What follows belongs to an exercise in optimizing a design on an open flow for small area, a short achievable clock period and few clock cycles per item; a production flow would make more cautious choices.
RTL that was checked went through simulation tests only; none was proved equivalent to the original.
Only the layout flow was run in runs 4 to 7; the RTL was not checked for function there.
Power is estimated from default activity; no workload was simulated.

--- constraint.sdc ---
create_clock -name core_clock -period 5.0 [get_ports {clk}]
set_input_delay 1.0000 -clock core_clock [delete_from_list [all_inputs] [get_ports {clk}]]
set_output_delay 1.0000 -clock core_clock [all_outputs]
set_load 0.01 [all_outputs]
--- config.mk ---
export PLATFORM = sky130hd
export DESIGN_NAME = crsf_parser
export DESIGN_NICKNAME = crsf_parser
export VERILOG_FILES = /design/flow/design.v
export SDC_FILE = /design/flow/constraint.sdc
export NUM_CORES = 4
export LEC_CHECK = 0
export ABC_AREA = 1
export ABC_CLOCK_PERIOD_IN_PS = 2200
export CAP_MARGIN = 20
export CORE_MARGIN = 2
export CORE_UTILIZATION = 40
export CTS_BUF_LIST = sky130_fd_sc_hd__clkbuf_8 sky130_fd_sc_hd__clkbuf_16
export CTS_CLUSTER_DIAMETER = 300
export CTS_CLUSTER_SIZE = 28
export SETUP_SLACK_MARGIN = 2.8
export SLEW_MARGIN = 20
export TNS_END_PERCENT = 100
--- run.sh ---
#!/bin/bash
# synth_recipe.tcl (not shown) runs the flow's synth.tcl, then flattens the netlist and writes it again
# the make line also repeats each setting of config.mk as NAME=value (left out here)
make -C /OpenROAD-flow-scripts/flow DESIGN_CONFIG=/design/flow/config.mk WORK_HOME=/design/flow/orfs CLKGATE_MAP_FILE= SYNTH_SCRIPT=/design/flow/synth_recipe.tcl finish
--- design.v ---
module crsf_parser (
    input  wire       clk,
    input  wire       rst,         
    input  wire       in_valid,
    output wire       in_ready,
    input  wire [7:0] in_data,
    input  wire       in_last,     
    output wire       out_valid,
    input  wire       out_ready,
    output wire [7:0] out_data,
    output wire       out_last,    
    output wire       st_valid,
    output wire [7:0] st_aux,      
    output wire [5:0] st_level     
);
    localparam QD = 4;             
    function automatic [7:0] crc8_step(input [7:0] c, input [7:0] b);
        integer i;
        reg [7:0] v;
        begin
            v = c ^ b;
            for (i = 0; i < 8; i = i + 1)
                v = v[7] ? ((v << 1) ^ 8'hD5) : (v << 1);
            crc8_step = v;
        end
    endfunction
    function automatic is_sync(input [7:0] b);
        is_sync = (b == 8'hC8) || (b == 8'hEA) || (b == 8'hEC) || (b == 8'hEE);
    endfunction
    function automatic [7:0] sync_byte(input [1:0] code);
        sync_byte = {2'b11, code != 2'd0, 2'b01, code, 1'b0};
    endfunction
    reg  [7:0] mem [0:63];
    reg        rdy;
    reg  [5:0] wptr;         
    reg  [5:0] cptr;         
    reg  [5:0] rptr;         
    reg  [5:0] lvl;          
    reg  [1:0] scode;        
    reg  [5:0] flen;         
    reg  [7:0] crc;          
    reg        bad;          
    reg        s0, s1;       
    reg        sb, sc;       
    reg        c_open;
    reg        c_seen;
    reg        c_drop;
    reg  [QD-1:0] qv;        
    reg  [1:0] q_aux [0:QD-1];     
    reg  [5:0] o_nf;         
    reg  [5:0] st_nf;        
    reg  [5:0] q_lvl [0:QD-1];
    reg  [5:0] q_mrk [0:QD-1];
    reg        st_q;
    integer    qi;
    localparam K_SYNC = 2'd0, K_LEN = 2'd1, K_BODY = 2'd2;
    reg  [1:0] i_ph;         
    reg  [5:0] i_rem;        
    reg  [7:0] g [0:3];      
    reg  [1:0] gsel;
    reg        gv;           
    reg  [1:0] gk;           
    reg        gl;           
    reg        ov, sv;
    reg  [7:0] od, sd;
    reg        ol, sl;
    wire       in_take = in_valid && rdy;
    wire       x_sync  = is_sync(in_data);
    wire       x_lenok = (in_data >= 8'd2) && (in_data <= 8'd62);
    wire       x_ok    = (in_data == crc) && !bad;
    wire       lvl0    = s0;
    wire       lvl1    = s1;
    wire [5:0] wptr_p1 = wptr + 6'd1;
    wire       lvl_eq  = (lvl == flen);
    wire       adv     = (s1 && x_lenok) || sb || (sc && x_ok);
    wire [5:0] wptr_n  = (sc && !x_ok) ? cptr : adv ? wptr_p1 : wptr;
    wire [5:0] cptr_n  = (sc && x_ok) ? wptr_p1 : cptr;
    wire       n_s1    = (s0 || (s1 && !x_lenok)) && x_sync;
    wire       n_s0    = sc || ((s0 || (s1 && !x_lenok)) && !x_sync);
    wire       n_sb    = (s1 && x_lenok) || (sb && !lvl_eq);
    wire       n_sc    = sb && lvl_eq;
    wire [5:0] lvl_n   = (s1 && x_lenok) ? 6'd2 : sb ? lvl + 6'd1 :
                         n_s1 ? 6'd1 : 6'd0;
    wire       drop_n  = (s0 && !x_sync) || (s1 && !x_lenok) || (sc && !x_ok);
    wire       seen_n  = c_open ? (c_seen | x_sync) : (!lvl0 | x_sync);
    wire       cdrop_n = (c_open && c_drop) | drop_n;
    wire       push    = in_take && in_last;
    reg        push_d;       
    wire       q_has  = st_q ? qv[1] : qv[0];
    wire [5:0] q_hmrk = st_q ? q_mrk[1] : q_mrk[0];
    wire       q_at   = q_has && (rptr == q_hmrk) && (i_ph == 2'd0);
    wire       take   = ov && out_ready;
    wire       st_set = q_at && !gv && !sv && (!ov || out_ready);
    wire       q_blk  = q_at;
    wire       avail  = (i_ph != 2'd0) || ((rptr != cptr) && !q_blk);
    wire       room   = !ov || (!sv && !gv) || (out_ready && !(sv && gv));
    wire       issue  = avail && room;
    wire [7:0] rd     = g[gsel];
    wire [7:0] land   = (gk == K_SYNC) ? sync_byte(rd[7:6]) :
                        (gk == K_LEN)  ? {2'b00, rd[5:0]} : rd;
    wire [5:0] occ    = wptr - rptr;
    wire       q_ok1  = !qv[QD-2] || (!qv[QD-1] && (!push_d || st_q)) ||
                        (st_q && !push_d);
    wire       q_ok2  = !qv[QD-3] || (!qv[QD-2] && (!push_d || st_q)) ||
                        (!qv[QD-1] && st_q && !push_d);
    wire [QD-1:0] q_wr = st_q ? ({1'b0, qv[QD-1:1]} ^ qv) : (qv ^ {qv[QD-2:0], 1'b1});
    integer    gj, gk2;
    reg  [7:0] gt;
    reg  [15:0] rsel;        
    assign in_ready  = rdy;
    assign out_valid = ov;
    assign out_data  = od;
    assign out_last  = ol;
    assign st_valid  = st_q;
    assign st_aux    = {q_aux[0], st_nf};
    assign st_level  = q_lvl[0];
    always @(posedge clk) begin
        if (rdy)
            mem[wptr] <= lvl1 ? {scode, in_data[5:0]} : in_data;
        for (gj = 0; gj < 4; gj = gj + 1) begin
            gt = 8'd0;
            for (gk2 = 0; gk2 < 16; gk2 = gk2 + 1)
                gt = gt | (mem[gj*16 + gk2] & {8{rsel[gk2]}});
            g[gj] <= gt;
        end
        gsel <= rptr[5:4];
        gk   <= i_ph;
        gl   <= (i_ph == K_BODY) && (i_rem == 6'd1);
        if (issue && i_ph == K_LEN)
            i_rem <= rd[5:0];
        else if (issue && i_ph == K_BODY)
            i_rem <= i_rem - 6'd1;
        if (take && sv) begin
            od <= sd;
            ol <= sl;
        end else if (!ov || take) begin
            od <= land;
            ol <= gl;
        end
        if (gv && ov && !(take && !sv)) begin
            sd <= land;
            sl <= gl;
        end
        if (in_take) begin
            if (lvl1) begin
                flen <= in_data[5:0];
                crc  <= 8'h00;
            end else
                crc  <= crc8_step(crc, in_data);
            if (lvl == 6'd2)
                bad <= (in_data >= 8'h28) && (flen < 6'd4);
            if (lvl0 || x_sync)
                scode <= in_data[2:1];
        end
        for (qi = 0; qi < QD; qi = qi + 1) begin
            if (st_q && qi < QD - 1) begin
                q_aux[qi] <= q_aux[qi+1];
                q_lvl[qi] <= q_lvl[qi+1];
                q_mrk[qi] <= q_mrk[qi+1];
            end
            if (push_d && q_wr[qi]) begin
                q_aux[qi] <= {~c_seen, c_drop};
                q_lvl[qi] <= lvl;
                q_mrk[qi] <= cptr;
            end
        end
        if (rst) begin
            rdy    <= 1'b0;
            wptr   <= 6'd0;
            cptr   <= 6'd0;
            rptr   <= 6'd0;
            rsel   <= 16'd1;
            lvl    <= 6'd0;
            s0     <= 1'b1;
            s1     <= 1'b0;
            sb     <= 1'b0;
            sc     <= 1'b0;
            c_open <= 1'b0;
            push_d <= 1'b0;
            o_nf   <= 6'd0;
            qv     <= {QD{1'b0}};
            st_q   <= 1'b0;
            ov     <= 1'b0;
            sv     <= 1'b0;
            gv     <= 1'b0;
            i_ph   <= 2'd0;
        end else begin
            push_d <= push;
            rdy <= (in_take ? (occ <= 6'd61) : (occ <= 6'd62)) &&
                   (push ? q_ok2 : q_ok1);
            if (in_take) begin
                wptr <= wptr_n;
                cptr <= cptr_n;
                lvl  <= lvl_n;
                s0   <= n_s0;
                s1   <= n_s1;
                sb   <= n_sb;
                sc   <= n_sc;
                c_open <= !in_last;
                c_seen <= seen_n;
                c_drop <= cdrop_n;
            end
            qv   <= (st_q ? {1'b0, qv[QD-1:1]} : qv) | (push_d ? q_wr : {QD{1'b0}});
            st_q <= st_set;
            gv <= issue;
            if (st_set)
                st_nf <= st_q ? 6'd0 : o_nf;
            if (st_q)
                o_nf <= {5'd0, issue && i_ph == K_SYNC};
            else if (issue && i_ph == K_SYNC && o_nf != 6'd63)
                o_nf <= o_nf + 6'd1;
            if (issue) begin
                if (i_ph != K_SYNC) begin
                    rptr <= rptr + 6'd1;
                    rsel <= {rsel[14:0], rsel[15]};
                end
                i_ph <= (i_ph == K_SYNC) ? K_LEN :
                        (i_ph == K_LEN)  ? K_BODY :
                        (i_rem == 6'd1)  ? K_SYNC : K_BODY;
            end
            if (take && sv)
                sv <= gv;
            else if (!ov || take)
                ov <= gv;
            else if (gv)
                sv <= 1'b1;
        end
    end
endmodule
==> summary.md, run 1 <==
| Metric | Value |
|---|---|
| Die Wd | `268 µm` |
| Logic pwr share | `29.5%` |
| Critical path class | `register to register` |
| Row count | `96` |
| IO buf count | `38` |
| DIE AREA | `71600 µm²` |
| Hold crit path type | `register to register` |
| Status | `finished clean` |
| Share of the synthesized area in the top cell type | `66.0%` |
| Gr usage total | `19.9%` |
| Total gr overflow | `0` |
| Share of cells above drive strength 1 | `14.2%` |
| Maxcap violations | `0` |
| RSZ-0062 raised after global routing | `true` |
| Final Instance Area | `31100 µm²` |
| Yosys cell types | `48` |
| Post-CTS Hold Buffers | `0` |
| Vias in the first global route | `16800` |
| Ys Warns | `5` |
| Crit start category | `register` |
| Net switching power | `4.74 mW` |
| Worst-path clk slew | `110 ps` |
| Iter 0 DRT Violations | `2034` |
| DRC viols | `0` |
| Register area share after synthesis | `73.7%` |
| First-pass GRT wire length | `107000 µm` |
| Max FO, Critical Path | `8` |
| Fmax | `411 MHz` |
| Most frequent cells in the layout | `edfxtp_1, nand2_1, inv_1, nor2_1, dfxtp_1` |
| Nets | `2260` |
| Clock sink count | `717` |
| VDD IR max | `279 µV` |
| Pins Over Slew Limit | `0` |
| CP endpoint kind | `register` |
| Cts bufs inserted | `29` |
| Final hold violations | `0` |
| Dpl cell area | `29400 µm²` |
| Die height | `268 µm` |
| Number of synthesized register bits | `717` |
| Worst-Margin Slew | `966 ps` |
| Vias/cell | `5.49` |
| Clock latency (worst-skew pair) | `630 ps` |
| Crit path required time | `5270 ps` |
| Cell area after synthesis | `27800 µm²` |
| Post-route antenna net violation count | `0` |
| Mapped Cells | `2195` |
| PwrDens | `456 nW/µm²` |
| Syn_nets | `2222` |
| Setup violators final | `0` |
| Fin crit period | `2430 ps` |
| Root buffer cell | `clkbuf_16` |
| Setup TNS | `0 ps` |
| Detailed-route via count | `17500` |
| I/O pins | `39` |
| HPWL after DPL | `45100 µm` |
| Antenna Cells | `0` |
| Syn avg cell area | `12.7 µm²` |
| Largest net degree at the start of global routing | `66` |
| DR pass1 iterations | `5` |
| Worst EP arrival | `2700 ps` |
| Area leader, netlist | `edfxtp_1` |
| Clock power frac | `20.1%` |
| Core Area | `68700 µm²` |
| Finished Layout Cells | `3187` |
| Pint | `9.46 mW` |
| Flop pwr share | `50.4%` |
| CTS tree | `done` |
| Pleak | `10.6 nW` |
| Dpl cells | `3099` |
| Rel. slew slack | `34.0%` |
| Clock tree buffer depth | `3` |
| Final hold slack | `465 ps` |
| Switching share of power | `33.4%` |
| Tot Pwr | `14.2 mW` |
| Area Growth Syn to Fin | `12.1%` |
| Starting Density | `40.4%` |
| Most common cell after layout, fill and taps aside | `edfxtp_1` |
| Initial antenna violation count | `4` |
| Largest cells by area after synthesis | `edfxtp_1, dfxtp_1, nand2_1` |
| Part of the cycle the worst path needs | `48.6%` |
| Routed WL per cell | `22.5 µm` |
| Final Skew | `18.0 ps` |
| Final wirelength | `71600 µm` |
| Htree depth | `1` |
| Placer Congestion | `0.881` |
## synthesized netlist by cell type (all sizes together)
library cell	instances
edfxtp	611
nand2	550
nor2	173
dfxtp	106
inv	103
nand3	94
o21ai	94
clkbuf	90
a221oi	75
a21oi	64
a22o	53
nand4	44
nor3	24
xor2	21
ha	13
xnor2	13
a211oi	10
a2111oi	9
nor4	7
buf	6
a31oi	5
o22ai	5
mux2	4
o211ai	3
o21a	3
clkinv	2
o2111ai	2
or2	2
a211o	1
and2	1
fa	1
mux2i	1
nand3b	1
nor3b	1
o221ai	1
o31ai	1
or4	1
## area by class of cell
class                           count  area [µm²]
Tap cell                          931        1160
Clock inverter                     25         111
Clock buffer                       29         726
Timing Repair Buffer              102         788
Inverter                          105         432
Sequential cell                   717       20500
Fill cell                        6100       37600
Timing Repair inverter              1        5.00
Multi-Input combinational cell   1277        7420
## worst paths after layout
kind	slack, ps	cells past startpoint	endpoint	from
setup / recovery	2570	3	mem[18][6]	wptr[3]
hold / removal	460	0	sl	gl
setup reg to reg	2570	3	mem[18][6]	wptr[3]
hold reg to reg	460	0	sl	gl
## critical path, stage by stage (launching register included)
cell	delay, ps
dfxtp_1	440
inv_1	240
nand3_1	700
nor2_2	680
## power groups by stage
stage / Clock (mW) / Combinational [mW] / Sequential, mW
after floorplan: 0 / 2.43 / 7.15
after global placement: 0 / 3.41 / 7.29
after detailed placement: 0 / 3.47 / 7.30
after CTS: 2.89 / 3.95 / 7.16
after global routing: 3.07 / 4.55 / 7.20
final: 2.85 / 4.19 / 7.16
## sequential cells by signal (all words and copies together), names as in the netlist, 8 cells and up
name,cells
mem,512
g,32
q_lvl,24
q_mrk,24
rsel,16
crc,8
od,8
q_aux,8
sd,8
## through the flow
step                setup WS, ps  utilization, %
CTS                         2620            44.8
finish                      2570            45.3
global placement            1460            42.7
global route                2490            45.3
detailed placement          1390            42.7
floorplan                   2360               -
## timing repair
action / in CTS / in global routing
cloned: 2 / 0
pin swaps: 19 / 15
resized for setup: 268 / 61
endpoints found under the setup margin: 645 / 474
buffers inserted: 19 / 13
## cells by family after synthesis
logic type               count (synthesis)  share of synthesized area (%)
AO/OA/AOI/OAI                          326                           7.99
XOR/XNOR                                34                           1.10
adder cells (fa/ha/maj)                 14                          0.658
buffers and inverters                  201                           2.74
flip-flops                             717                           73.7
multiplexers                             5                          0.198
AND/OR/NAND/NOR                        898                           13.6
## routing by layer
layer	track usage, %	wire, µm
met5	0	41
met4	4.62	1620
met1	27.6	30600
met3	4.51	5950
met2	31.9	33500
Testbench counts, summed over its fixed seeds: cycles 53,163, bytes 52,098.
==> run 2, diff against run 1 <==
--- a/config.mk
+++ b/config.mk
@@ -6,5 +6,4 @@
 export NUM_CORES = 4
 export LEC_CHECK = 0
-export ABC_AREA = 1
 export ABC_CLOCK_PERIOD_IN_PS = 2200
 export CAP_MARGIN = 20
@@ -14,5 +13,5 @@
 export CTS_CLUSTER_DIAMETER = 300
 export CTS_CLUSTER_SIZE = 28
-export SETUP_SLACK_MARGIN = 2.8
+export SETUP_SLACK_MARGIN = 2.9
 export SLEW_MARGIN = 20
 export TNS_END_PERCENT = 100
==> run 2 against run 1 <==
  * Largest power group unchanged
  * Maximum frequency rose by 7.9%
  * Worst setup slack improved by 180 ps
  * Total power shrank 18%
  * Combinational power fell by 59%
  * Sequential power is 2% lower
  * Still clean on timing, DRC and antenna
==> summary.md, run 2 <==
| Metric | Value |
|---|---|
| RSZ-0062 raised after global routing | `true` |
| PnR worst setup slack | `2750 ps (+177 ps)` |
| Syn_nets | `1744 (-22%)` |
| Detailed-route via count | `16000 (-8.8%)` |
| Rel. slew slack | `35.6% (+1.6 points)` |
| Register area share after synthesis | `75.5% (+1.8 points)` |
| Clock sink count | `717 (unchanged)` |
| Iter 0 DRT Violations | `1882 (-7.5%)` |
| CP endpoint kind | `register` |
| Top sig layer | `met5` |
| Cts bufs inserted | `29 (unchanged)` |
| Maxcap violations | `0 (unchanged)` |
| Most common cell after layout, fill and taps aside | `edfxtp_1` |
| Top reg by flops | `mem` |
| CTS tree | `done` |
| Pins Over Slew Limit | `0 (unchanged)` |
| HPWL after DPL | `41500 µm (-7.9%)` |
| Antenna Cells | `0 (unchanged)` |
| Final wirelength | `71300 µm (-0.52%)` |
| First-pass GRT wire length | `104000 µm (-2.9%)` |
| Post-route antenna net violation count | `0 (unchanged)` |
| Hold wc startpoint | `rptr[5]` |
| Root buffer cell | `clkbuf_16` |
| Status | `finished clean` |
| Ys Warns | `5 (unchanged)` |
| Number of synthesized register bits | `717 (unchanged)` |
| Fmax | `444 MHz (+7.9%)` |
| Max reg flops | `512 (unchanged)` |
| Vias/cell | `5.94 (+8.1%)` |
| Final Skew | `14.2 ps (-3.82 ps)` |
| Count leader, synth | `edfxtp_1` |
| DRC viols | `0 (unchanged)` |
| WHS Endpoint | `gsel[1]` |
| Starting Density | `40.4% (-0.072 points)` |
| Synth async-reset ratio | `0% (unchanged)` |
| Critical R2R Launch | `crc[7]` |
| Post-synth top cells | `edfxtp_1, nor2_1, a221oi_1, a22o_1, dfxtp_1` |
| Share of the synthesized area in the top cell type | `67.7% (+1.6 points)` |
| Largest net degree at the start of global routing | `65 (-1.5%)` |
| Clock latency (worst-skew pair) | `640 ps (about the same)` |
| Worst-path clk slew | `120 ps (about the same)` |
| Syn avg cell area | `15.8 µm² (+25%)` |
| Flop-to-flop setup slack | `2790 ps (+220 ps)` |
| Crit start category | `input port` |
| Pleak | `9.86 nW (-7.2%)` |
| PwrDens | `372 nW/µm² (-19%)` |
| DIE AREA | `69900 µm² (-2.4%)` |
| Die Wd | `264 µm (-1.2%)` |
| Predominant post-synthesis flop cell | `edfxtp_1` |
| Share of cells above drive strength 1 | `21.6% (+7.4 points)` |
| Max FO, Critical Path | `6 (-2)` |
| Gr usage total | `19.9% (about the same)` |
| Crit path from | `in_data[4]` |
| DR pass1 iterations | `5 (unchanged)` |
| Die height | `264 µm (-1.2%)` |
| Met3 wire len | `5440 µm (-8.5%)` |
| Pre-CTS setup slack | `1470 ps (+82.7 ps)` |
| Placer Congestion | `0.819 (-7.1%)` |
| Mapped Cells | `1717 (-22%)` |
| Htree depth | `1 (unchanged)` |
| Total gr overflow | `0 (unchanged)` |
| Post-CTS Hold Buffers | `0 (unchanged)` |
| Largest cells by area after synthesis | `edfxtp_1, dfxtp_1, a221oi_1` |
| Vias in the first global route | `15200 (-9.6%)` |
| Part of the cycle the worst path needs | `45.1% (-3.5 points)` |
| Initial antenna violation count | `3 (-1)` |
| Worst flop-to-flop path endpoint | `wptr[5]` |
| Clock tree buffer depth | `3 (unchanged)` |
| R2R depth | `9 (+6)` |
| Hold Path Depth | `0 (unchanged)` |
| IO buf count | `38 (unchanged)` |
| Final hold violations | `0 (unchanged)` |
| Setup TNS | `0 ps (unchanged)` |
| I/O pins | `39 (unchanged)` |
| Dpl cells | `2549 (-18%)` |
| VDD IR max | `227 µV (-19%)` |
| Routed WL per cell | `26.5 µm (+18%)` |
| Critical path class | `input port to register` |
| Core Area | `67200 µm² (-2.3%)` |
| Area Growth Syn to Fin | `15.0%` |
| Worst-Margin Slew | `961 ps (-4.47 ps)` |
| Finished Layout Cells | `2689 (-16%)` |
| Area leader, netlist | `edfxtp_1` |
| Yosys cell types | `56 (+17%)` |
| Met2 routed WL | `34200 µm (+2.1%)` |
| Row count | `95 (-1.0%)` |
| EDFF count, synth | `611 (unchanged)` |
| Fin crit period | `2250 ps (-177 ps)` |
| Largest registers | `mem x512, g x32` |
| Nets | `1820 (-19%)` |
| Setup violators final | `0 (unchanged)` |
| Layout Utilization | `46.4% (+1.1 points)` |
| Cell area after synthesis | `27100 µm² (-2.4%)` |
| Worst EP arrival | `2770 ps (+70 ps)` |
| Most frequent cells in the layout | `edfxtp_1, a22o_1, a221oi_1, dfxtp_1, nand2_1` |
| Crit path required time | `5510 ps (+240 ps)` |
| Hold crit path type | `register to register` |
| Met1 WL | `30300 µm (-1.0%)` |
## run 2: cell types whose count changed after synthesis, moves of 19 or more
cell	before	now
xnor2_1	13	41
nand3_1	87	19
nor2_1	170	129
o21ai_0	92	29
nand2_1	533	95
a21oi_1	64	45
inv_1	95	20
a221oi_1	75	128
a22o_1	53	128
mux2_2	4	44
## run 2: cells by family after synthesis
kind of cell               Yosys count  synth area share [%]
xor gates and xnor gates            66                  2.13
DFF                                717                  75.5
and+or+nand+nor                    354                  6.03
adders and majority gates           14                 0.674
muxes                               62                  2.86
AOI/OAI and AO/OA                  376                  11.0
buffers and inverters              128                  1.80
## run 2: routing by layer
layer  vias up  global-route usage (%)
li1       6916                       -
met2       682                    32.5
met4         2                    3.72
met3        96                    2.68
met5         -                       0
met1      8267                    28.7
## run 2: layout make-up
type | instances | area [µm²]
clock buffers | 29 | 726
clock inverters | 25 | 123
fillers | 5628 | 36000
inverters | 20 | 75.1
multi-input cells | 873 | 7120
flip-flops and latches | 717 | 20500
well taps | 873 | 1090
repair buffers | 152 | 1530
## run 2: worst max-delay path by stage
stage                       endpoint  slack, ps  cells after the start
after global routing        st_nf[2]       2730                      7
final                        wptr[5]       2750                      8
after CTS                 mem[59][1]       2640                      3
after global placement       wptr[2]       1510                      9
after detailed placement     wptr[3]       1470                      9
after floorplan              wptr[5]       2490                      8
## run 2: per-stage QoR
step / power [mW] / hold slack (ps) / cell area (µm²)
2_1_floorplan: 8.11 / 329 / 27300
3_3_place_gp: 8.65 / 415 / 28500
3_5_place_dp: 8.69 / 433 / 28500
4_1_cts: 11.5 / 439 / 30700
5_1_grt: 12.0 / 445 / 31200
6_report: 11.6 / 432 / 31200
## run 2: worst max-delay path, stage by stage
cell	delay, ps
clkbuf_4	190
xor2_1	220
nor4_4	430
buf_4	180
a31o_4	200
mux2_4	320
a22oi_2	160
nor2_1	50
## run 2: power breakdown
part	total, mW	switching (mW)	internal, mW
clock	2.87	1.79	1.08
combinational	1.71	0.987	0.726
sequential	7.00	0.203	6.80
total	11.6	2.98	8.61
## run 2: what timing repair did
action	in CTS	in global routing
resized for setup	300	43
gates cloned	1	2
pin swaps	43	20
endpoints found under the setup margin	801	456
setup buffers	65	18
==> run 3, diff against run 2 <==
--- a/config.mk
+++ b/config.mk
@@ -13,5 +13,5 @@
 export CTS_CLUSTER_DIAMETER = 300
 export CTS_CLUSTER_SIZE = 28
-export SETUP_SLACK_MARGIN = 2.9
+export SETUP_SLACK_MARGIN = 2.8
 export SLEW_MARGIN = 20
 export TNS_END_PERCENT = 100
==> run 3 against run 2 <==
  * Sequential share of layout area grew 1.6 points
  * Highest routed layer unchanged
  * Routed wire length fell by 2.1%
  * Global-route usage fell by 0.22 points
  * Clock skew grew 21 ps
  * Largest cell class unchanged
  * Still clean
  * Clock power hardly changed
  * Die area stayed put
  * Utilization is 1.1 points lower
  * Worst setup slack gained 0.61 ps
  * Hold slack about the same
  * Sequential power hardly changed
==> summary.md, run 3 <==
| Metric | Value |
|---|---|
| Status | `finished clean` |
| Routed WL per cell | `26.4 µm (-0.43%)` |
| Register area share after synthesis | `75.5% (unchanged)` |
| Share of cells above drive strength 1 | `18.5% (-3.2 points)` |
| Die height | `264 µm (unchanged)` |
| Cell area after synthesis | `27100 µm² (unchanged)` |
| Share of the synthesized area in the top cell type | `67.7% (unchanged)` |
| Crit path required time | `4000 ps (-1510 ps)` |
| Pins Over Slew Limit | `0 (unchanged)` |
| Largest net degree at the start of global routing | `65 (unchanged)` |
| Max reg flops | `512 (unchanged)` |
| Starting Density | `40.4% (unchanged)` |
| Setup violators final | `0 (unchanged)` |
| Die Wd | `264 µm (unchanged)` |
| Row count | `95 (unchanged)` |
| Ys Warns | `5 (unchanged)` |
| Gr usage total | `19.7% (-0.22 points)` |
| Top reg by flops | `mem` |
| Worst-path cell chain | `dlygate4sd2_1` |
| Final hold slack | `432 ps (+0.277 ps)` |
| PwrDens | `376 nW/µm² (+1.1%)` |
| Critical path class | `register to output port` |
| Worst-Margin Slew | `1190 ps (+231 ps)` |
| Area Growth Syn to Fin | `12.4%` |
| Slowest stage delay, CP | `360 ps (-70 ps)` |
| Clock sink count | `717 (unchanged)` |
| Vias/cell | `5.93 (about the same)` |
| Core Area | `67200 µm² (unchanged)` |
| Area leader, netlist | `edfxtp_1` |
| Largest cells by area after synthesis | `edfxtp_1, dfxtp_1, a221oi_1` |
| DR pass1 iterations | `5 (unchanged)` |
| Fin crit period | `2250 ps (-0.610 ps)` |
| First-pass GRT wire length | `103000 µm (-0.88%)` |
| Largest registers | `mem x512, g x32` |
| Antenna Cells | `0 (unchanged)` |
| Root buffer cell | `clkbuf_16` |
| EDFF count, synth | `611 (unchanged)` |
| DIE AREA | `69900 µm² (unchanged)` |
| Pleak | `9.48 nW (-3.9%)` |
| Tot Pwr | `11.4 mW (-1.2%)` |
| Most frequent cells in the layout | `edfxtp_1, a22o_1, a221oi_1, dfxtp_1, nand2_1` |
| Initial antenna violation count | `6 (+3)` |
| Worst EP arrival | `1250 ps (-1520 ps)` |
| Worst path slowest cell | `dfxtp_4` |
| Cts bufs inserted | `29 (unchanged)` |
| Clock latency (worst-skew pair) | `640 ps (about the same)` |
| CTS tree | `done` |
| Placer Congestion | `0.791 (-3.4%)` |
| Maxcap violations | `0 (unchanged)` |
| RSZ-0062 raised after global routing | `true` |
| Rel. slew slack | `20.4% (-15 points)` |
| Top delay family on crit path | `flip-flops` |
| Total gr overflow | `0 (unchanged)` |
| Mapped Cells | `1717 (unchanged)` |
| Fmax | `444 MHz (about the same)` |
| Detailed-route via count | `15700 (-1.8%)` |
| CP endpoint kind | `output port` |
| Crit start category | `register` |
| Flop-to-flop setup slack | `2790 ps (about the same)` |
| Syn_nets | `1744 (unchanged)` |
| Post-route antenna net violation count | `0 (unchanged)` |
| Final wirelength | `69800 µm (-2.1%)` |
| Count leader, synth | `edfxtp_1` |
| Setup TNS | `0 ps (unchanged)` |
| CP Buf/Inv Count | `1 (-1)` |
| HPWL after DPL | `42000 µm (+1.1%)` |
| Most common cell after layout, fill and taps aside | `edfxtp_1` |
| Hold crit path type | `register to register` |
| IO buf count | `38 (unchanged)` |
| DRC viols | `0 (unchanged)` |
| VDD IR max | `238 µV (+4.7%)` |
| Worst-path clk slew | `110 ps (about the same)` |
| Yosys cell types | `56 (unchanged)` |
| Post-synth top cells | `edfxtp_1, nor2_1, a221oi_1, a22o_1, dfxtp_1` |
| Htree depth | `1 (unchanged)` |
| Iter 0 DRT Violations | `1863 (-1.0%)` |
| Synth async-reset ratio | `0% (unchanged)` |
| Clock tree buffer depth | `3 (unchanged)` |
| Nets | `1775 (-2.5%)` |
| Part of the cycle the worst path needs | `45.1% (about the same)` |
| Number of synthesized register bits | `717 (unchanged)` |
| Predominant post-synthesis flop cell | `edfxtp_1` |
| Final hold violations | `0 (unchanged)` |
| Max FO, Critical Path | `2 (-4)` |
| Vias in the first global route | `15300 (+0.76%)` |
| Final Skew | `35.0 ps (+20.8 ps)` |
| Syn avg cell area | `15.8 µm² (unchanged)` |
| I/O pins | `39 (unchanged)` |
-- run 3: kinds of logic after synthesis --
family / Yosys count / share of synthesized area, %
AO/OA/AOI/OAI: 376 / 11.0
AND/OR/NAND/NOR: 354 / 6.03
multiplexers: 62 / 2.86
buffers and inverters: 128 / 1.80
XOR/XNOR: 66 / 2.13
adder cells (fa/ha/maj): 14 / 0.674
flip-flops: 717 / 75.5
-- run 3: worst paths after layout --
| kind | start | to | cells past startpoint |
|---|---|---|---|
| worst max register to register | rdy | mem[44][4] | 5 |
| worst min register to register | rptr[5] | gsel[1] | 0 |
| worst min-delay path | rptr[5] | gsel[1] | 0 |
| worst max-delay path | st_q | st_valid | 1 |
-- run 3: layout make-up --
class | instances | area (µm²)
fill | 5689 | 36700
sequential | 717 | 20500
multi-input combinational | 872 | 6940
tap | 873 | 1090
timing repair buffer | 108 | 986
clock buffer | 29 | 726
clock inverter | 25 | 123
inverter | 20 | 75.1
-- run 3: power by group --
part | leakage, nW | switching, mW | internal [mW]
sequential | 6.37 | 0.169 | 6.80
clock | 0.497 | 1.77 | 1.08
combinational | 2.61 | 0.967 | 0.654
total | 9.48 | 2.91 | 8.53
-- run 3: metrics by stage --
step                area [µm²]  util (%)  setup WS [ps]  std cells
floorplan                27200         -           2490       1717
global placement         28500      42.4           1540       2552
detailed placement       28500      42.4           1520       2552
CTS                      30100      44.8           2590       2632
global route             30500      45.3           2700       2644
finish                   30500      45.3           2750       2644
-- run 3: timing repair --
| item | in CTS | in global routing |
|---|---|---|
| pin swaps | 20 | 11 |
| hold buffers | 0 | 0 |
| gates resized for setup | 262 | 45 |
| setup endpoints to repair | 793 | 311 |
| setup buffers | 26 | 12 |
-- run 3: metal layers --
layer / up-vias / global-route usage [%] / wire (µm)
met1: 8134 / 28.4 / 29700
met5: - / 0 / 27
met2: 626 / 32.3 / 33400
met4: 4 / 3.10 / 1140
li1: 6824 / - / -
met3: 93 / 2.70 / 5550
==> run 4, diff against run 3 <==
--- a/design.v
+++ b/design.v
@@ -92,5 +92,6 @@
     wire       take   = ov && out_ready;
     wire       st_set = q_at && !gv && !sv && (!ov || out_ready);
-    wire       q_blk  = q_at;
+    wire       q_at2  = (st_q ? qv[2] : qv[1]) && (rptr == (st_q ? q_mrk[2] : q_mrk[1]));
+    wire       q_blk  = q_at && (gv || sv || (ov && !out_ready) || q_at2);
     wire       avail  = (i_ph != 2'd0) || ((rptr != cptr) && !q_blk);
     wire       room   = !ov || (!sv && !gv) || (out_ready && !(sv && gv));
@@ -207,5 +208,5 @@
                 st_nf <= st_q ? 6'd0 : o_nf;
             if (st_q)
-                o_nf <= {5'd0, issue && i_ph == K_SYNC};
+                o_nf <= {5'd0, (gv && gk == K_SYNC) || (issue && i_ph == K_SYNC)};
             else if (issue && i_ph == K_SYNC && o_nf != 6'd63)
                 o_nf <= o_nf + 6'd1;
==> run 4 against run 3 <==
  * Non-clock buffer count up 11
  * Routed wire length rose by 2.3%
  * Register-to-register slack worse by 110 ps
  * Final area grew 0.69%
  * Total power is 0.36% higher
  * Flip-flop and latch count stayed put
  * Die area is 0.48% higher
  * Via count is 0.38% higher
  * Clock skew increased by 6.1 ps
  * Count of clock-buffer cells in the layout stayed put
  * Clock power barely moved
  * Final cell count increased by 1.1%
  * Critical path type is now register to register
  * Critical endpoint is now mem[23][5]
  * Largest power group unchanged
==> summary.md, run 4 <==
| Metric | Value |
|---|---|
| Cell area after synthesis | `27200 µm² (+0.49%)` |
| EDFF count, synth | `605 (-0.98%)` |
| Tot Pwr | `11.5 mW (+0.36%)` |
| Worst flop-to-flop path endpoint | `mem[23][5]` |
| Pins Over Slew Limit | `0 (unchanged)` |
| Final hold violations | `0 (unchanged)` |
| Syn_nets | `1764 (+1.1%)` |
| Crit path required time | `5290 ps (+1290 ps)` |
| Part of the cycle the worst path needs | `46.4% (+1.4 points)` |
| R2R depth | `3 (-2)` |
| Crit start category | `register` |
| Fin crit period | `2320 ps (+68.3 ps)` |
| Syn avg cell area | `15.7 µm² (-0.67%)` |
| Critical path class | `register to register` |
| Placer Congestion | `0.814 (+2.9%)` |
| Setup TNS | `0 ps (unchanged)` |
| Number of synthesized register bits | `717 (unchanged)` |
| Largest registers | `mem x512, g x32` |
| Worst-path clk slew | `110 ps (about the same)` |
| Maxcap violations | `0 (unchanged)` |
| Largest cells by area after synthesis | `edfxtp_1, dfxtp_1, a221oi_1` |
| Predominant post-synthesis flop cell | `edfxtp_1` |
| Total gr overflow | `0 (unchanged)` |
| Post-route antenna net violation count | `0 (unchanged)` |
| Post-CTS Hold Buffers | `0 (unchanged)` |
| Pleak | `9.57 nW (+0.99%)` |
| Vias/cell | `5.89 (-0.74%)` |
| Share of the synthesized area in the top cell type | `66.7% (-0.99 points)` |
| Clock latency (worst-skew pair) | `660 ps (+20 ps)` |
| I/O pins | `39 (unchanged)` |
| Nets | `1803 (+1.6%)` |
| Fmax | `431 MHz (-2.9%)` |
| DRC viols | `0 (unchanged)` |
| CP endpoint kind | `register` |
| Area leader, netlist | `edfxtp_1` |
| Count leader, synth | `edfxtp_1` |
| Final Skew | `41.1 ps (+6.12 ps)` |
| Max FO, Critical Path | `24 (+22)` |
| DIE AREA | `70200 µm² (+0.48%)` |
| Synth async-reset ratio | `0% (unchanged)` |
| IO buf count | `38 (unchanged)` |
| Clock sink count | `717 (unchanged)` |
| Ys Warns | `5 (unchanged)` |
| Worst-Margin Slew | `1210 ps (+16.7 ps)` |
| Status | `finished clean` |
| Gr usage total | `19.8% (+0.10 points)` |
| CTS tree | `done` |
| Critical R2R Launch | `wptr[2]` |
| Worst EP arrival | `2610 ps (+1360 ps)` |
| Root buffer cell | `clkbuf_16` |
| RSZ-0062 raised after global routing | `true` |
| Row count | `95 (unchanged)` |
| Top reg by flops | `mem` |
| Iter 0 DRT Violations | `1845 (-0.97%)` |
| VDD IR max | `261 µV (+9.6%)` |
| Clock tree buffer depth | `3 (unchanged)` |
| Layout Utilization | `45.6% (+0.23 points)` |
| Setup violators final | `0 (unchanged)` |
| Final wirelength | `71400 µm (+2.3%)` |
| PwrDens | `375 nW/µm² (-0.34%)` |
| Share of cells above drive strength 1 | `18.5% (about the same)` |
| Most frequent cells in the layout | `edfxtp_1, a22o_1, a221oi_1, dfxtp_1, nand2_1` |
| Detailed-route via count | `15700 (+0.38%)` |
| Crit path from | `wptr[2]` |
| Routed WL per cell | `26.7 µm (+1.2%)` |
| Flop-to-flop setup slack | `2680 ps (-110 ps)` |
| Yosys cell types | `64 (+14%)` |
| Finished Layout Cells | `2674 (+1.1%)` |
| Most common cell after layout, fill and taps aside | `edfxtp_1` |
| Starting Density | `40.5% (+0.13 points)` |
| Mapped Cells | `1737 (+1.2%)` |
| Max reg flops | `512 (unchanged)` |
| Die Wd | `265 µm (+0.24%)` |
| DR pass1 iterations | `5 (unchanged)` |
| Initial antenna violation count | `6 (unchanged)` |
| HPWL after DPL | `43000 µm (+2.4%)` |
| Pre-CTS setup slack | `1510 ps (-14.2 ps)` |
| Cts bufs inserted | `29 (unchanged)` |
| Post-synth top cells | `edfxtp_1, nor2_1, a221oi_1, a22o_1, dfxtp_1` |
| Hold crit path type | `register to register` |
| Largest net degree at the start of global routing | `67 (+3.1%)` |
| Hold wc startpoint | `gl` |
| Vias in the first global route | `15100 (-1.1%)` |
| Die height | `265 µm (+0.24%)` |
| WHS Endpoint | `sl` |
| Htree depth | `1 (unchanged)` |
| PnR worst setup slack | `2680 ps (-68.3 ps)` |
| Core Area | `67300 µm² (+0.18%)` |
| Register area share after synthesis | `74.9% (-0.59 points)` |
| Rel. slew slack | `19.3% (-1.1 points)` |
| First-pass GRT wire length | `103000 µm (about the same)` |
| Dpl cells | `2571 (+0.74%)` |
| Area Growth Syn to Fin | `12.6%` |
| Hold Path Depth | `0 (unchanged)` |
run 4: cell count changes after synthesis, sizes merged, moves of 4 or more:
cell	previous run	this run
a21boi	5	0
or3	5	9
xor2	25	17
mux2	44	38
nor2	129	137
edfxtp	611	605
a21oi	45	50
nor3	15	20
mux2i	10	18
nand2	95	87
a211oi	5	9
dfxtp	106	112
xnor2	41	57
run 4: worst max-delay path, stage by stage, from the launching register on:
cell	delay (ps)
dfxtp_1	330
buf_4	380
nand4_1	580
nor2_2	680
run 4: timing repair:
action                     CTS  global route
pin swaps                   17            18
resized for setup          228            69
setup endpoints to repair  788           321
buffers inserted            23            21
gates cloned                 1             1
run 4: final cells by class:
class	instances	area (µm²)
Fill cell	5748	36600
Sequential cell	717	20400
Antenna cell	2	5.00
Timing Repair Buffer	119	1020
Clock buffer	29	726
Timing Repair inverter	1	5.00
Inverter	19	78.8
Tap cell	873	1090
Multi-Input combinational cell	889	7180
Clock inverter	25	123
run 4: report_power, final:
| part | leakage [nW] | internal (mW) | total (mW) | switching (mW) |
|---|---|---|---|---|
| Sequential | 6.39 | 6.77 | 6.99 | 0.223 |
| Clock | 0.497 | 1.08 | 2.85 | 1.77 |
| Combinational | 2.69 | 0.737 | 1.64 | 0.906 |
| Total | 9.57 | 8.59 | 11.5 | 2.90 |
run 4: routing by layer:
| metal | share of wire [%] | global-route usage, % |
|---|---|---|
| met2 | 47 | 32.1 |
| met3 | 8.6 | 2.27 |
| met5 | 0.018 | 0 |
| met4 | 2.6 | 4.46 |
| met1 | 42 | 28.7 |
run 4: per-stage QoR:
stage               hold slack [ps]  area, µm²
floorplan                       326      27400
global route                    456      30700
CTS                             449      30100
finish                          449      30700
global placement                418      28600
detailed placement              421      28700
run 4: cells by family after synthesis:
kind of cell             after synthesis  synth area share, %
XOR/XNOR                              74                 2.46
buffers and inverters                131                 1.89
multiplexers                          64                 2.91
AO/OA/AOI/OAI                        374                 10.9
flip-flops                           717                 74.9
adder cells (fa/ha/maj)               14                0.671
AND/OR/NAND/NOR                      363                 6.26
run 4: worst max-delay path by stage:
stage               slack (ps)          to  depth (start not counted)
finish                    2680  mem[23][5]                          3
global placement          1550     wptr[2]                          9
global route              2620  mem[23][5]                          3
CTS                       2570  mem[19][2]                          4
detailed placement        1510     wptr[3]                          9
floorplan                 2550     wptr[5]                          9
==> run 5, diff against run 4 <==
--- a/config.mk
+++ b/config.mk
@@ -13,5 +13,5 @@
 export CTS_CLUSTER_DIAMETER = 300
 export CTS_CLUSTER_SIZE = 28
-export SETUP_SLACK_MARGIN = 2.8
+export SETUP_SLACK_MARGIN = 2.85
 export SLEW_MARGIN = 20
 export TNS_END_PERCENT = 100
==> run 5 against run 4 <==
  * Worst setup slack improved by 40 ps
  * Total power rose by 1.2%
  * First-iteration DRC count rose by 0.81%
  * Utilization rose by 0.78 points
  * Synthesized area did not move
  * Final cell count rose by 1.2%
  * Still clean
  * Register-to-register slack improved by 40 ps
  * Hold slack got worse by 6.1 ps
  * Sequential power barely moved
  * Highest routed layer unchanged
==> summary.md, run 5 <==
| Metric | Value |
|---|---|
| Total gr overflow | `0 (unchanged)` |
| CTS tree | `done` |
| Share of cells above drive strength 1 | `20.4% (+1.9 points)` |
| Predominant post-synthesis flop cell | `edfxtp_1` |
| Vias in the first global route | `15200 (+0.78%)` |
| Core Area | `67300 µm² (unchanged)` |
| R2R depth | `5 (+2)` |
| Root buffer cell | `clkbuf_16` |
| Final hold violations | `0 (unchanged)` |
| Mapped Cells | `1737 (unchanged)` |
| CP endpoint kind | `register` |
| Detailed-route via count | `16000 (+1.6%)` |
| Gr usage total | `19.8% (+0.071 points)` |
| Top reg by flops | `mem` |
| IO buf count | `38 (unchanged)` |
| Setup violators final | `0 (unchanged)` |
| Htree depth | `1 (unchanged)` |
| Status | `finished clean` |
| Max reg flops | `512 (unchanged)` |
| Final Instance Area | `31200 µm² (+1.7%)` |
| Ys Warns | `5 (unchanged)` |
| Register area share after synthesis | `74.9% (unchanged)` |
| Rel. slew slack | `23.1% (+3.8 points)` |
| I/O pins | `39 (unchanged)` |
| Iter 0 DRT Violations | `1860 (+0.81%)` |
| Worst-Margin Slew | `1150 ps (-57.5 ps)` |
| Largest registers | `mem x512, g x32` |
| Yosys cell types | `64 (unchanged)` |
| PwrDens | `373 nW/µm² (-0.47%)` |
| Area Growth Syn to Fin | `14.5%` |
| Most common cell after layout, fill and taps aside | `edfxtp_1` |
| Post-CTS Hold Buffers | `0 (unchanged)` |
| Hold Path Depth | `0 (unchanged)` |
| Initial antenna violation count | `3 (-3)` |
| Max FO, Critical Path | `7 (-71%)` |
| Final wirelength | `72000 µm (+0.76%)` |
| DR pass1 iterations | `6 (+1)` |
| Pins Over Slew Limit | `0 (unchanged)` |
| Starting Density | `40.5% (unchanged)` |
| EDFF count, synth | `605 (unchanged)` |
| First-pass GRT wire length | `103000 µm (+0.43%)` |
| Most frequent cells in the layout | `edfxtp_1, a22o_1, a221oi_1, dfxtp_1, buf_4` |
| Fillers | `5691 (-0.99%)` |
| Area leader, netlist | `edfxtp_1` |
| Share of the synthesized area in the top cell type | `66.7% (unchanged)` |
| Crit start category | `register` |
| Maxcap violations | `0 (unchanged)` |
| DIE AREA | `70200 µm² (unchanged)` |
| Largest net degree at the start of global routing | `68 (+1.5%)` |
| Routed WL per cell | `26.6 µm (-0.47%)` |
| Die height | `265 µm (unchanged)` |
| Part of the cycle the worst path needs | `45.6% (-0.80 points)` |
| HPWL after DPL | `42000 µm (-2.4%)` |
| Die Wd | `265 µm (unchanged)` |
| Count leader, synth | `edfxtp_1` |
| Pleak | `9.80 nW (+2.4%)` |
| Crit path required time | `5360 ps (+70 ps)` |
| Row count | `95 (unchanged)` |
| Pre-CTS setup slack | `1520 ps (+17.5 ps)` |
| Fmax | `438 MHz (+1.8%)` |
| Setup TNS | `0 ps (unchanged)` |
| Synth async-reset ratio | `0% (unchanged)` |
| Nets | `1837 (+1.9%)` |
| Clock tree buffer depth | `3 (unchanged)` |
| Dpl cell area | `28700 µm² (about the same)` |
| PnR worst setup slack | `2720 ps (+40.2 ps)` |
| Finished Layout Cells | `2707 (+1.2%)` |
| Syn avg cell area | `15.7 µm² (unchanged)` |
| Fin crit period | `2280 ps (-40.2 ps)` |
| Cell area after synthesis | `27200 µm² (unchanged)` |
| Final Skew | `27.3 ps (-13.8 ps)` |
| Worst-path clk slew | `110 ps (about the same)` |
| VDD IR max | `320 µV (+23%)` |
| Dpl cells | `2571 (unchanged)` |
| Vias/cell | `5.91 (+0.41%)` |
| Critical path class | `register to register` |
| Largest cells by area after synthesis | `edfxtp_1, dfxtp_1, a221oi_1` |
| Final hold slack | `443 ps (-6.11 ps)` |
| Number of synthesized register bits | `717 (unchanged)` |
| Syn_nets | `1764 (unchanged)` |
| DRC viols | `0 (unchanged)` |
| Post-route antenna net violation count | `0 (unchanged)` |
| Clock sink count | `717 (unchanged)` |
| Clock latency (worst-skew pair) | `650 ps (about the same)` |
| Cts bufs inserted | `29 (unchanged)` |
| Post-synth top cells | `edfxtp_1, nor2_1, a221oi_1, a22o_1, dfxtp_1` |
| RSZ-0062 raised after global routing | `true` |
| Placer Congestion | `0.797 (-2.1%)` |
| Worst EP arrival | `2640 ps (+30 ps)` |
| Hold crit path type | `register to register` |
run 5: timing repair:
item / 4_1_cts / 5_1_grt
buffers inserted: 34 / 42
pin swaps: 23 / 30
gates resized for setup: 252 / 75
setup endpoints to repair: 784 / 429
gates cloned: 1 / 4
run 5: metal layers:
metal / global-route usage, % / up-vias / part of all wire, %
li1: - / 6956 / -
met1: 27.7 / 8194 / 42
met2: 32.5 / 733 / 47
met3: 3.75 / 115 / 8.6
met4: 4.11 / 2 / 2.5
met5: 0 / - / 0.019
run 5: path summary, 6_finish.rpt:
check,start,endpoint,slack (ps)
max,rdy,mem[55][0],2720
min reg2reg,gl,sl,440
max reg2reg,rdy,mem[55][0],2720
min,gl,sl,440
run 5: stage by stage:
| step | total power, mW | util (%) |
|---|---|---|
| after floorplan | 8.11 | - |
| after global placement | 8.60 | 42.6 |
| after detailed placement | 8.63 | 42.6 |
| after CTS | 11.4 | 45.0 |
| after global routing | 12.0 | 46.4 |
| final | 11.6 | 46.4 |
run 5: final cells by class:
class,count,area [µm²],area share [%]
Sequential cell,717,20400,65.5
Multi-Input combinational cell,890,7270,23.3
Timing Repair Buffer,152,1450,4.66
Tap cell,873,1090,3.50
Clock buffer,29,726,2.33
Clock inverter,25,123,0.393
Inverter,19,78.8,0.253
Timing Repair inverter,1,7.51,0.0241
Antenna cell,1,2.50,0.00802
run 5: cells by family after synthesis:
group	after synthesis	share of synthesized area, %
flip-flops	717	74.9
AND/OR/NAND/NOR	363	6.26
adder cells (fa/ha/maj)	14	0.671
multiplexers	64	2.91
AO/OA/AOI/OAI	374	10.9
buffers and inverters	131	1.89
XOR/XNOR	74	2.46
run 5: power by group:
group	total [mW]	switching, mW	leakage, nW	internal (mW)
Sequential	6.98	0.206	6.39	6.77
Combinational	1.78	0.952	2.92	0.832
Clock	2.87	1.79	0.497	1.08
run 5: worst max-delay path, cell delays in order, from the launching register on:
cell     delay (ps)
dfxtp_4         360
buf_4           190
buf_4           190
nand4_1         540
nor2_2          460
buf_4           250
==> run 6, diff against run 5 <==
--- a/config.mk
+++ b/config.mk
@@ -13,5 +13,5 @@
 export CTS_CLUSTER_DIAMETER = 300
 export CTS_CLUSTER_SIZE = 28
-export SETUP_SLACK_MARGIN = 2.85
+export SETUP_SLACK_MARGIN = 2.75
 export SLEW_MARGIN = 20
 export TNS_END_PERCENT = 100
==> run 6 against run 5 <==
  * Utilization shrank 0.94 points
  * Synthesized cell count unchanged
  * Critical endpoint is now mem[4][2]
  * Sequential power barely moved
  * Final cell count fell by 1.5%
  * Count of clock-buffer cells in the layout stayed put
  * Clock skew rose by 7.5 ps
  * Sequential share of layout area rose by 1.3 points
  * Global-route usage barely moved
  * Critical path type unchanged
  * Flip-flop and latch count unchanged
  * Routed wire length fell by 1.0%
==> summary.md, run 6 <==
| Metric | Value |
|---|---|
| Status | `finished clean` |
| Yosys cell types | `64 (unchanged)` |
| Hold crit path type | `register to register` |
| Crit path from | `wptr[2]` |
| Tot Pwr | `11.5 mW (-1.4%)` |
| Largest net degree at the start of global routing | `68 (unchanged)` |
| Ys Warns | `5 (unchanged)` |
| RSZ-0062 raised after global routing | `true` |
| Final Skew | `34.8 ps (+7.47 ps)` |
| Count leader, synth | `edfxtp_1` |
| Final hold slack | `445 ps (+2.41 ps)` |
| Detailed-route via count | `15800 (-1.0%)` |
| Dpl cell area | `28600 µm² (-0.17%)` |
| Routed WL per cell | `26.7 µm (+0.45%)` |
| Max reg flops | `512 (unchanged)` |
| Cell area after synthesis | `27200 µm² (unchanged)` |
| Placer Congestion | `0.807 (+1.2%)` |
| Die Wd | `265 µm (unchanged)` |
| Hold Path Depth | `0 (unchanged)` |
| Number of synthesized register bits | `717 (unchanged)` |
| Fillers | `5807 (+2.0%)` |
| Worst EP arrival | `2690 ps (+50 ps)` |
| Root buffer cell | `clkbuf_16` |
| Row count | `95 (unchanged)` |
| Largest registers | `mem x512, g x32` |
| IO buf count | `38 (unchanged)` |
| Finished Layout Cells | `2667 (-1.5%)` |
| Nets | `1796 (-2.2%)` |
| Part of the cycle the worst path needs | `48.0% (+2.3 points)` |
| Layout Utilization | `45.4% (-0.94 points)` |
| I/O pins | `39 (unchanged)` |
| Gr usage total | `19.8% (about the same)` |
| Final hold violations | `0 (unchanged)` |
| Htree depth | `1 (unchanged)` |
| Setup violators final | `0 (unchanged)` |
| Setup TNS | `0 ps (unchanged)` |
| Pins Over Slew Limit | `0 (unchanged)` |
| Vias in the first global route | `15100 (-0.83%)` |
| Worst-Margin Slew | `1140 ps (-9.37 ps)` |
| Crit start category | `register` |
| Fmax | `417 MHz (-4.8%)` |
| Top reg by flops | `mem` |
| Die height | `265 µm (unchanged)` |
| Syn_nets | `1764 (unchanged)` |
| Post-synth top cells | `edfxtp_1, nor2_1, a221oi_1, a22o_1, dfxtp_1` |
| First-pass GRT wire length | `103000 µm (-0.10%)` |
| Clock latency (worst-skew pair) | `650 ps (about the same)` |
| Flop-to-flop setup slack | `2600 ps (-120 ps)` |
| Area Growth Syn to Fin | `12.2%` |
| Crit path required time | `5290 ps (-70 ps)` |
| Worst-path clk slew | `110 ps (about the same)` |
| Synth async-reset ratio | `0% (unchanged)` |
| Mapped Cells | `1737 (unchanged)` |
| Fin crit period | `2400 ps (+116 ps)` |
| Setup crit end | `mem[4][2]` |
| HPWL after DPL | `42300 µm (+0.79%)` |
| Total gr overflow | `0 (unchanged)` |
| Worst flop-to-flop path endpoint | `mem[4][2]` |
| Post-route antenna net violation count | `0 (unchanged)` |
| Predominant post-synthesis flop cell | `edfxtp_1` |
| Share of the synthesized area in the top cell type | `66.7% (unchanged)` |
| Clock sink count | `717 (unchanged)` |
| Pre-CTS setup slack | `1510 ps (-17.4 ps)` |
| Starting Density | `40.5% (unchanged)` |
| Core Area | `67300 µm² (unchanged)` |
| Largest cells by area after synthesis | `edfxtp_1, dfxtp_1, a221oi_1` |
| Rel. slew slack | `23.7% (+0.63 points)` |
| CTS tree | `done` |
| Maxcap violations | `0 (unchanged)` |
| Clock tree buffer depth | `3 (unchanged)` |
| Pleak | `9.52 nW (-2.9%)` |
| Register area share after synthesis | `74.9% (unchanged)` |
| Most common cell after layout, fill and taps aside | `edfxtp_1` |
| Final wirelength | `71200 µm (-1.0%)` |
| Initial antenna violation count | `5 (+2)` |
| Most frequent cells in the layout | `edfxtp_1, a22o_1, a221oi_1, dfxtp_1, nor2_1` |
| Dpl cells | `2568 (-0.12%)` |
| DR pass1 iterations | `6 (unchanged)` |
| VDD IR max | `287 µV (-10%)` |
| PwrDens | `375 nW/µm² (+0.62%)` |
| CP endpoint kind | `register` |
| Max FO, Critical Path | `24 (+17)` |
| EDFF count, synth | `605 (unchanged)` |
| DRC viols | `0 (unchanged)` |
| Iter 0 DRT Violations | `1705 (-8.3%)` |
| Area leader, netlist | `edfxtp_1` |
| Cts bufs inserted | `29 (unchanged)` |
| Vias/cell | `5.94 (+0.47%)` |
| DIE AREA | `70200 µm² (unchanged)` |
| Critical R2R Launch | `wptr[2]` |
| PnR worst setup slack | `2600 ps (-116 ps)` |
| Syn avg cell area | `15.7 µm² (unchanged)` |
| Critical path class | `register to register` |
| R2R depth | `2 (-3)` |
| Final Instance Area | `30600 µm² (-2.0%)` |
| Share of cells above drive strength 1 | `17.8% (-2.6 points)` |
-- run 6: cell counts after synthesis --
No cell type changed its count.
-- run 6: cells by family (layout without fill, tap and decap cells) --
| group | count (synthesis) | in the layout | synth area share [%] |
|---|---|---|---|
| DFF | 717 | 717 | 74.9 |
| AOI/OAI and AO/OA | 374 | 375 | 10.9 |
| and+or+nand+nor | 363 | 363 | 6.26 |
| buffers and inverters | 131 | 185 | 1.89 |
| xor gates and xnor gates | 74 | 74 | 2.46 |
| muxes | 64 | 64 | 2.91 |
| adders and majority gates | 14 | 14 | 0.671 |
| other | 0 | 2 | 0 |
-- run 6: worst min-delay path by stage --
stage	end	from	slack (ps)
2_1_floorplan	gsel[1]	rptr[5]	330
3_3_place_gp	sl	gl	420
3_5_place_dp	sl	gl	420
4_1_cts	sl	gl	450
5_1_grt	sl	gl	460
6_report	sl	gl	450
-- run 6: power breakdown --
part           internal (mW)  total (mW)  switching, mW
Clock                   1.08        2.88           1.79
Sequential              6.77        6.98          0.207
Combinational          0.715        1.61          0.896
-- run 6: worst max-delay path, cell delays in order (launching register included) --
cell and delay, ps:
dfxtp_2 830, nand3_1 660, nor2_4 540
-- run 6: what timing repair did --
action	4_1_cts	5_1_grt
cloned	2	0
endpoints found under the setup margin	770	404
setup buffers	25	16
pin swaps	18	17
hold buffers	0	0
gates resized for setup	232	59
-- run 6: final cells by class --
type	count	area (µm²)	share of cell area, %
diodes	2	5.00	0.0164
clock buffers	29	726	2.37
clock inverters	25	123	0.401
inverters	19	75.1	0.246
multi-input cells	890	7110	23.3
flip-flops and latches	717	20400	66.9
well taps	873	1090	3.57
repair buffers	111	993	3.25
repair inverters	1	7.51	0.0246
-- run 6: per-layer routing --
layer | part of all wire (%) | global-route usage (%) | up-vias
met5 | 0.032 | 0 | -
met4 | 2.3 | 4.09 | 4
met3 | 7.9 | 3.25 | 103
met2 | 48 | 33.0 | 635
met1 | 41 | 27.6 | 8214
li1 | - | - | 6881
==> run 7, diff against run 6 <==
--- a/design.v
+++ b/design.v
@@ -32,4 +32,6 @@
     endfunction
     reg  [7:0] mem [0:63];
+    integer    mi;
+    wire [7:0] w_lo, w_hi;   
     reg        rdy;
     reg  [5:0] wptr;         
@@ -72,4 +74,6 @@
     wire       lvl1    = s1;
     wire [5:0] wptr_p1 = wptr + 6'd1;
+    assign     w_lo    = rdy ? (8'd1 << wptr[2:0]) : 8'd0;
+    assign     w_hi    = 8'd1 << wptr[5:3];
     wire       lvl_eq  = (lvl == flen);
     wire       adv     = (s1 && x_lenok) || sb || (sc && x_ok);
@@ -117,6 +121,7 @@
     assign st_level  = q_lvl[0];
     always @(posedge clk) begin
-        if (rdy)
-            mem[wptr] <= lvl1 ? {scode, in_data[5:0]} : in_data;
+        for (mi = 0; mi < 64; mi = mi + 1)
+            if (w_hi[mi / 8] && w_lo[mi % 8])
+                mem[mi] <= lvl1 ? {scode, in_data[5:0]} : in_data;
         for (gj = 0; gj < 4; gj = gj + 1) begin
             gt = 8'd0;
--- a/config.mk
+++ b/config.mk
@@ -13,5 +13,5 @@
 export CTS_CLUSTER_DIAMETER = 300
 export CTS_CLUSTER_SIZE = 28
-export SETUP_SLACK_MARGIN = 2.75
+export SETUP_SLACK_MARGIN = 2.85
 export SLEW_MARGIN = 20
 export TNS_END_PERCENT = 100
==> run 7 against run 6 <==
  * Final area up 1.8%
  * Utilization up 0.83 points
  * Hold slack better by 1.8 ps
  * Total power down 0.25%
  * Count of clock-buffer cells in the layout unchanged
  * Register-to-register slack better by 110 ps
  * Critical endpoint is now o_nf[0]
  * Largest cell class unchanged
==> summary.md, run 7 <==
| Metric | Value |
|---|---|
| Syn avg cell area | `15.7 µm² (+0.41%)` |
| Top reg by flops | `mem` |
| Mapped Cells | `1730 (-0.40%)` |
| Placer Congestion | `0.812 (+0.64%)` |
| Most common cell after layout, fill and taps aside | `edfxtp_1` |
| Vias/cell | `5.83 (-1.8%)` |
| Clock tree buffer depth | `3 (unchanged)` |
| RSZ-0062 raised after global routing | `true` |
| Yosys cell types | `65 (+1.6%)` |
| DIE AREA | `70200 µm² (about the same)` |
| Post-CTS Hold Buffers | `0 (unchanged)` |
| Met1 GRT Util | `26.4% (-1.2 points)` |
| Worst flop-to-flop path endpoint | `o_nf[0]` |
| Global-route track usage on met3 | `3.34% (+0.093 points)` |
| Hold Path Depth | `0 (unchanged)` |
| Detailed-route via count | `15600 (-1.3%)` |
| Count leader, synth | `edfxtp_1` |
| Flop-to-flop setup slack | `2720 ps (+110 ps)` |
| Worst-Margin Slew | `1140 ps (+2.16 ps)` |
| Final wirelength | `70600 µm (-0.88%)` |
| Area leader, netlist | `edfxtp_1` |
| Global routing's busiest layer | `met2` |
| Max reg flops | `512 (unchanged)` |
| Setup violators final | `0 (unchanged)` |
| Number of synthesized register bits | `717 (unchanged)` |
| Largest family of logic cells by synthesized area | `compound AO/OA/AOI/OAI gates` |
| Hold wc startpoint | `gl` |
| Adder-cell share of the synthesized area | `0.942% (+0.27 points)` |
| Syn_nets | `1762 (-0.11%)` |
| Logic pwr share | `14.3% (+0.2 points)` |
| Fin crit period | `2280 ps (-114 ps)` |
| Row count | `95 (unchanged)` |
| CP endpoint kind | `register` |
| Antenna Cells | `0 (-2)` |
| Worst-path cell chain | `buf_12 -> buf_12 -> mux2i_4 -> xnor2_2 -> a2111oi_4 -> a41oi_4 -> o21ai_4 -> xnor2_2 -> o211a_1` |
| Status | `finished clean` |
| Nets | `1816 (+1.1%)` |
| EDFF count, synth | `605 (unchanged)` |
| Synth async-reset ratio | `0% (unchanged)` |
| First-pass GRT wire length | `101000 µm (-2.2%)` |
| Synth Area in Compound Gates | `11.1% (+0.19 points)` |
| Hold crit path type | `register to register` |
| Rel. slew slack | `23.6% (-0.14 points)` |
| WHS Endpoint | `sl` |
| Worst-path clk slew | `110 ps (about the same)` |
| Die Wd | `265 µm (about the same)` |
| Critical R2R Launch | `st_q` |
| Slowest stage delay, CP | `410 ps (-420 ps)` |
| Critical path class | `register to register` |
| Initial antenna violation count | `2 (-3)` |
| Worst path slowest cell | `a2111oi_4` |
| Multiplexer share of the synthesized area | `2.85% (-0.055 points)` |
| Tot Pwr | `11.4 mW (-0.25%)` |
| Die height | `265 µm (about the same)` |
| Pint | `8.56 mW (about the same)` |
| Largest cells by area after synthesis | `edfxtp_1, dfxtp_1, a221oi_1` |
| DR pass1 iterations | `5 (-1)` |
| Final hold violations | `0 (unchanged)` |
| Flop pwr share | `60.5% (-0.4 points)` |
| Clock power frac | `25.2% (about the same)` |
| Clock latency (worst-skew pair) | `650 ps (about the same)` |
| Post-synth top cells | `edfxtp_1, nor2_1, a221oi_1, a22o_1, dfxtp_1` |
| Simple-gate portion of the synthesized area | `5.99% (-0.27 points)` |
| Part of the cycle the worst path needs | `45.7% (-2.3 points)` |
| Cts bufs inserted | `29 (unchanged)` |
| Core Area | `67300 µm² (unchanged)` |
| PwrDens | `367 nW/µm² (-2.0%)` |
| Gr usage total | `19.3% (-0.53 points)` |
| XOR/XNOR share of the synthesized area | `2.35% (-0.11 points)` |
| HPWL after DPL | `42300 µm (about the same)` |
| Cell area after synthesis | `27200 µm² (about the same)` |
| Share of cells above drive strength 1 | `20.1% (+2.3 points)` |
| Area Growth Syn to Fin | `14.3%` |
| Post-route antenna net violation count | `0 (unchanged)` |
| Met2 Use GR | `32.0% (-0.90 points)` |
| VDD IR max | `294 µV (+2.3%)` |
| Switching share of power | `25.1% (-0.15 points)` |
| Iter 0 DRT Violations | `1631 (-4.3%)` |
| Pins Over Slew Limit | `0 (unchanged)` |
| Root buffer cell | `clkbuf_16` |
| Crit start category | `register` |
| Max FO, Critical Path | `8 (-67%)` |
| Largest net degree at the start of global routing | `70 (+2.9%)` |
| CTS tree | `done` |
| Fmax | `438 MHz (+5.0%)` |
| Total gr overflow | `0 (unchanged)` |
| I/O pins | `39 (unchanged)` |
| Ys Warns | `6 (+1)` |
| R2R depth | `9 (+7)` |
| Final Skew | `27.4 ps (-7.35 ps)` |
| Routed WL per cell | `26.3 µm (-1.4%)` |
| IO buf count | `38 (unchanged)` |
| Pleak | `9.85 nW (+3.4%)` |
| Share of the synthesized area in the top cell type | `66.7% (about the same)` |
| Predominant post-synthesis flop cell | `edfxtp_1` |
| Net switching power | `2.87 mW (-0.86%)` |
| Worst EP arrival | `2820 ps (+130 ps)` |
| Vias in the first global route | `15000 (-0.31%)` |
| Most frequent cells in the layout | `edfxtp_1, a221oi_1, a22o_1, dfxtp_1, nor2_1` |
| Clock sink count | `717 (unchanged)` |
| Htree depth | `1 (unchanged)` |
| Setup TNS | `0 ps (unchanged)` |
| DRC viols | `0 (unchanged)` |
| Crit path required time | `5540 ps (+250 ps)` |
| Starting Density | `40.5% (about the same)` |
| Largest registers | `mem x512, g x32` |
| Maxcap violations | `0 (unchanged)` |
| Register area share after synthesis | `74.9% (about the same)` |
run 7: cell count changes in the layout (fill, tap and decap cells not counted), sizes merged, moves of 5 or more:
cell / before / now
buf: 105 / 120
nor2: 137 / 149
nor3: 20 / 8
a21oi: 50 / 58
ha: 13 / 18
run 7: repair_timing:
action,in CTS,in global routing
gates resized for setup,306,66
pin swaps,30,35
cloned,1,4
endpoints found under the setup margin,804,396
buffers inserted,34,24
run 7: worst max path at each step:
| stage | start | endpoint | slack (ps) |
|---|---|---|---|
| floorplan | in_data[4] | wptr[0] | 2450 |
| global placement | in_data[2] | wptr[3] | 1410 |
| detailed placement | in_data[2] | wptr[5] | 1350 |
| CTS | st_q | st_valid | 2690 |
| global route | st_q | o_nf[0] | 2610 |
| finish | st_q | o_nf[0] | 2720 |
run 7: cell type report:
cell class	instances	area (µm²)
fill	5732	36200
inverter	21	86.3
multi-input combinational	887	7300
clock buffer	29	726
sequential	717	20400
tap	873	1090
clock inverter	25	123
timing repair buffer	128	1360
run 7: kinds of logic (layout without fill, tap and decap cells):
kind of cell,count (synthesis),after routing
xor gates and xnor gates,73,73
DFF,717,717
muxes,63,63
AOI/OAI and AO/OA,376,376
adders and majority gates,20,20
and+or+nand+nor,354,355
buffers and inverters,127,203
run 7: power groups by stage:
stage	Sequential, mW	Combinational, mW	Clock, mW
CTS	6.91	1.56	2.92
global route	6.95	1.78	3.08
detailed placement	7.04	1.50	0
floorplan	6.98	1.08	0
global placement	7.04	1.48	0
finish	6.92	1.63	2.88
run 7: routing by layer:
layer | wire (µm) | share of wire (%) | up-vias
met5 | 11 | 0.016 | -
met2 | 33600 | 48 | 675
li1 | - | - | 6887
met4 | 2040 | 2.9 | 2
met1 | 29200 | 41 | 7954
met3 | 5780 | 8.2 | 107
run 7: through the flow:
step	instances	utilization, %	area, µm²	setup WS, ps	hold slack [ps]
after global routing	2680	46.3	31100	2610	456
final	2680	46.3	31100	2720	447
after floorplan	1730	-	27400	2450	326
after detailed placement	2563	42.5	28600	1350	418
after CTS	2652	45.3	30500	2690	446
after global placement	2563	42.5	28600	1410	417
run 7: worst max-delay path, delay by kind of cell (launching register included):
family	cells	cell delay, ps
buf+inv	2	270
xor+xnor	2	260
mux	1	190
compound gates	4	1100
flops	1	370

[port drivers added, routing unchanged]
No port has a modelled driver above. Below, the same layouts with a new extraction and two added sets of constraints. Step 1: set_driving_cell puts a clkbuf_16 on clk and a buf_2 on each other input, an assumption about the parent block. Step 2 adds t to the input delays and takes it off the output delays; t is the mean of the earliest and latest rising clock arrival at the registers after step 1. Input paths then give back, and output paths get back, about the clock's delay inside the block. Slacks: ideal / step 1 / step 2; pairs: ideal / step 1.
run | t (ns) | setup slack, ns | cell pins on the clock port's net
run 1 | 0.681 | 2.568 / 2.568 / 1.969 | 1
run 2 | 0.687 | 2.746 / 2.739 / 2.065 | 1
run 3 | 0.688 | 2.746 / 2.685 / 2.074 | 1
run 4 | 0.694 | 2.678 / 2.670 / 2.024 | 1
run 5 | 0.696 | 2.718 / 2.687 / 1.996 | 1
run 6 | 0.690 | 2.602 / 2.602 / 2.003 | 1
run 7 | 0.697 | 2.716 / 2.693 / 2.097 | 1
After both steps every run listed still meets setup and hold. For run 5, which loses most, drivers alone change the setup slack by -0.031 ns; drivers and shift together by -0.722 ns.
